Context: an optimization exercise on an open-source flow, tuned for small area. The choices shown serve that exercise and are no tape-out recipe.
At most, simulation tests tie the RTL to the original design; equivalence was not proved.
Power figures rest on the tool's default switching activity, not on a simulated workload.

==> harbor <==
## xge
module xge (
    input  wire         clk,
    input  wire         rst,             
    input  wire         cmd_valid,
    output wire         cmd_ready,
    input  wire [95:0]  cmd,
    input  wire         tp_connected,    
    input  wire         rx_avail,        
    output wire         resp_valid,
    output reg  [31:0]  resp,
    output wire         tx_valid,
    input  wire         tx_ready,
    output wire [159:0] tx_data,         
    input  wire [31:0]  tx_status,       
    output wire         rx_req,
    input  wire         rx_ack,
    input  wire [3:0]   rx_len,          
    input  wire [63:0]  rx_data,         
    output reg          fb_valid,
    output wire [7:0]   fb_tag
);
clock: 11.0 ns
lec_check: 0
cap_margin: 0
core_margin: 2
core_utilization: 40
cts_cluster_diameter: 100
cts_cluster_size: 27
slew_margin: 0
standard.sh (not shown) runs the stock make flow with config.mk's settings and CLKGATE_MAP_FILE= SYNTH_SCRIPT=/design/flow/synth_recipe.tcl, a recipe that flattens the netlist after the stock synthesis.
==> flow/flow/run.sh <==
#!/bin/bash
# Standard layout with three changes:
#  - synthesis maps all logic, adders included, with an area-oriented ABC script
#    (flow/area.abc) instead of mapping adders to adder cells first;
#    everything else is the standard flow's own synthesis script, so the registers are the same;
#  - the port buffers are plain buf_1 cells;
#  - constant outputs share one tie cell per value.
set -euo pipefail
W=$(pwd)
{
  head -n 1 synth_recipe.tcl
  echo 'set ::env(ADDER_MAP_FILE) ""'
  echo "proc abc {args} {"
  echo "  set i [lsearch -exact \$args -script]"
  echo "  if {\$i >= 0} { lset args [expr {\$i + 1}] {$W/flow/area.abc} }"
  echo "  yosys abc {*}\$args"
  echo "}"
  tail -n +2 synth_recipe.tcl
} > my_synth.tcl
bash standard.sh "SYNTH_SCRIPT=$W/my_synth.tcl" 'BUFFER_PORTS_ARGS=-buffer_cell sky130_fd_sc_hd__buf_1' SKIP_REPAIR_TIE_FANOUT=1 finish > make_finish.log 2>&1
==> flow/flow/area.abc <==
strash
dc2
dch -f
amap
==> inputs of maple, as changes to harbor <==
--- a/flow/design.v
+++ b/flow/design.v
@@ -38,18 +38,17 @@
     reg  [1:0]   pc;             
     reg  [4:0]   it;             
     reg  [3:0]   cls;
     reg  [1:0]   rk;             
     reg          inv;            
     reg          ay;             
     reg  [127:0] rmn, rmx;       
     reg  [94:0]  ch;             
-    reg  [31:0]  d0;             
-    reg  [15:0]  d1;             
+    reg  [31:0]  d0, d1;         
     reg          rd;             
     reg          c1, c2;         
     reg          sgn;            
     reg          zf;             
     reg          clox, chix, cloy, chiy;   
     reg          lb;             
     reg          qv;             
     reg          chg;            
@@ -228,17 +227,16 @@
     end
     wire chg_n = chg | (wm & (wv ^ cho)) | (cls == C_RELALL);
     reg sin;
     always @(*) begin
         sin = q0;
         case (st)
             ST_INIT, ST_RXW: sin = 1'b0;
             ST_PRE:  sin = pbit;
-            ST_P0:   if (yop && ph[4]) sin = dif;
             ST_LG:   sin = fld ? lgb : (ins ? ~sgn : q0);
             ST_DIV:  sin = ins ? ~sgn : q0;
             ST_ROT: begin
                 if (c_clr) sin = 1'b0;
                 else if (cls == C_RDRPT) sin = (pc == it[3:2]) ? (q0 & cho) : q0;
                 else if (pc == 2'd2) sin = 1'b0;
                 else if (ins) sin = ~sgn;
             end
@@ -263,29 +261,29 @@
         end
     end
     wire swap = (st == ST_LG) && c_xy && ay;
     reg  d0i;
     always @(*) begin
         case (st)
             ST_P0, ST_ADJ: d0i = dif;
             ST_DIV:        d0i = rs;
-            ST_LG:         d0i = swap ? (ph[4] ? q0 : d1[0]) : d0[0];
+            ST_LG:         d0i = swap ? d1[0] : d0[0];
             default:       d0i = d0[0];
         endcase
     end
-    wire yop = in_p0 && c_xy && ay;   
+    wire d1ld = (in_p0 && c_xy && !ay) || swap;
     wire last_pre = (st == ST_PRE) || (in_p0 && !(c_xy && ay));
     wire acc = last_pre && ph31;
     assign cmd_ready = acc;
     always @(posedge clk) begin
         rmn <= {nmin[3], rmn[127:97], nmin[2], rmn[95:65], nmin[1], rmn[63:33], nmin[0], rmn[31:1]};
         rmx <= {nmax[3], rmx[127:97], nmax[2], rmx[95:65], nmax[1], rmx[63:33], nmax[0], rmx[31:1]};
         d0  <= {d0i, d0[31:1]};
-        d1  <= {(yop && !ph[4]) ? dif : d1[0], d1[15:1]};
+        d1  <= {d1ld ? d0[0] : d1[0], d1[31:1]};
         rd  <= d0[0];
         c1  <= (st == ST_DIV) ? cso : cdo;
         c2  <= (st == ST_DIV) ? cro : cco;
         if (rot && !skip11) ch <= {wm ? wv : cho, ch[94:1]};
         if ((st == ST_TX) && tx_ready && (cls == C_NONE)) resp <= tx_status;
         else begin
             resp <= {sin, resp[31:1]};
             if ((st == ST_RX) && rx_ack) resp[11:0] <= {rx_len, rx_data[7:0]};
==> flow/flow/run.sh (replaced) <==
#!/bin/bash
# Standard layout with two changes:
#  - synthesis maps the logic with an area-oriented ABC script (flow/area.abc);
#    everything else is the standard flow's own synthesis script, so the registers are the same;
#  - the port buffers are plain buf_1 cells.
set -euo pipefail
W=$(pwd)
{
  head -n 1 synth_recipe.tcl
  echo "proc abc {args} {"
  echo "  set i [lsearch -exact \$args -script]"
  echo "  if {\$i >= 0} { lset args [expr {\$i + 1}] {$W/flow/area.abc} }"
  echo "  yosys abc {*}\$args"
  echo "}"
  tail -n +2 synth_recipe.tcl
} > my_synth.tcl
bash standard.sh "SYNTH_SCRIPT=$W/my_synth.tcl" 'BUFFER_PORTS_ARGS=-buffer_cell sky130_fd_sc_hd__buf_1' SKIP_REPAIR_TIE_FANOUT=1 finish > make_finish.log 2>&1
- CAP_MARGIN: 0 -> 20
- CTS_CLUSTER_SIZE: 27 -> 30
- SLEW_MARGIN: 0 -> 20
==> notes.md <==
quantity                                                    harbor         maple
Power drawn by the clock network                            915 uW        939 uW
Number of tap instances                                        525           539
Maximum fanout along the worst path                              7             5
Syn avg cell area                                        11.6 um^2     11.8 um^2
Pin count of the biggest net entering global routing            95            67
Hold path startpoint                                       rmn[93]       rmn[63]
Worst Skew                                               0.0280 ns     0.0203 ns
Run status                                timing/DRC/antenna clean  timing/DRC/antenna clean
Non-Clock Buffer Count                                         309           311
Share of total power in sequential cells                     63.6%         61.3%
Starting density of the core                                 40.3%         40.3%
Total of clock buffers placed in the layout                     32            30
Internal power contribution                                2.41 mW       3.20 mW
Total inserted antenna cells                                     1             0
Crit path buf inv count                                          3             2
Area of combinational cells with multiple inputs      0.00399 mm^2  0.00453 mm^2
Seq_cells                                                      494           510
Simple logic cell fraction of the synthesized area           10.2%         9.80%
Length in cells of the worst reg-to-reg path                    18            20
Distinct cell type count of the synthesized netlist             49            54
Crit path time final                                       6.51 ns       6.58 ns
No functional check of the RTL was part of maple.

separate check: timing with driven ports:
Ports are ideal in the flow. The routed layouts listed here were re-timed in OpenROAD.
Step 1 assumes that a clkbuf_16 drives the clock port and a buf_2 every other input.
Step 2, shift: input delay + t, output delay - t, t = (earliest + latest rising clock arrival at the registers) / 2. This alone moves slack from input paths to output paths.
Three values: ideal ports, drivers, drivers and shift; two values: the first two.
| run | shift t [ns] | setup WS [ns] | hold slack, ns | worst setup path at the end | worst register clock-pin slew, ns |
|---|---|---|---|---|---|
| harbor | 0.601 | 4.492 / 4.522 / 3.921 | 0.328 / 0.328 / 0.328 | input to register | 0.11 / 0.11 |
| maple | 0.588 | 4.418 / 4.422 / 3.834 | 0.313 / 0.313 / 0.313 | input to register | 0.12 / 0.12 |
After both steps setup and hold are still met in every run listed. For maple, which loses most, drivers alone change the setup slack by +0.004 ns; drivers and shift together by -0.584 ns.
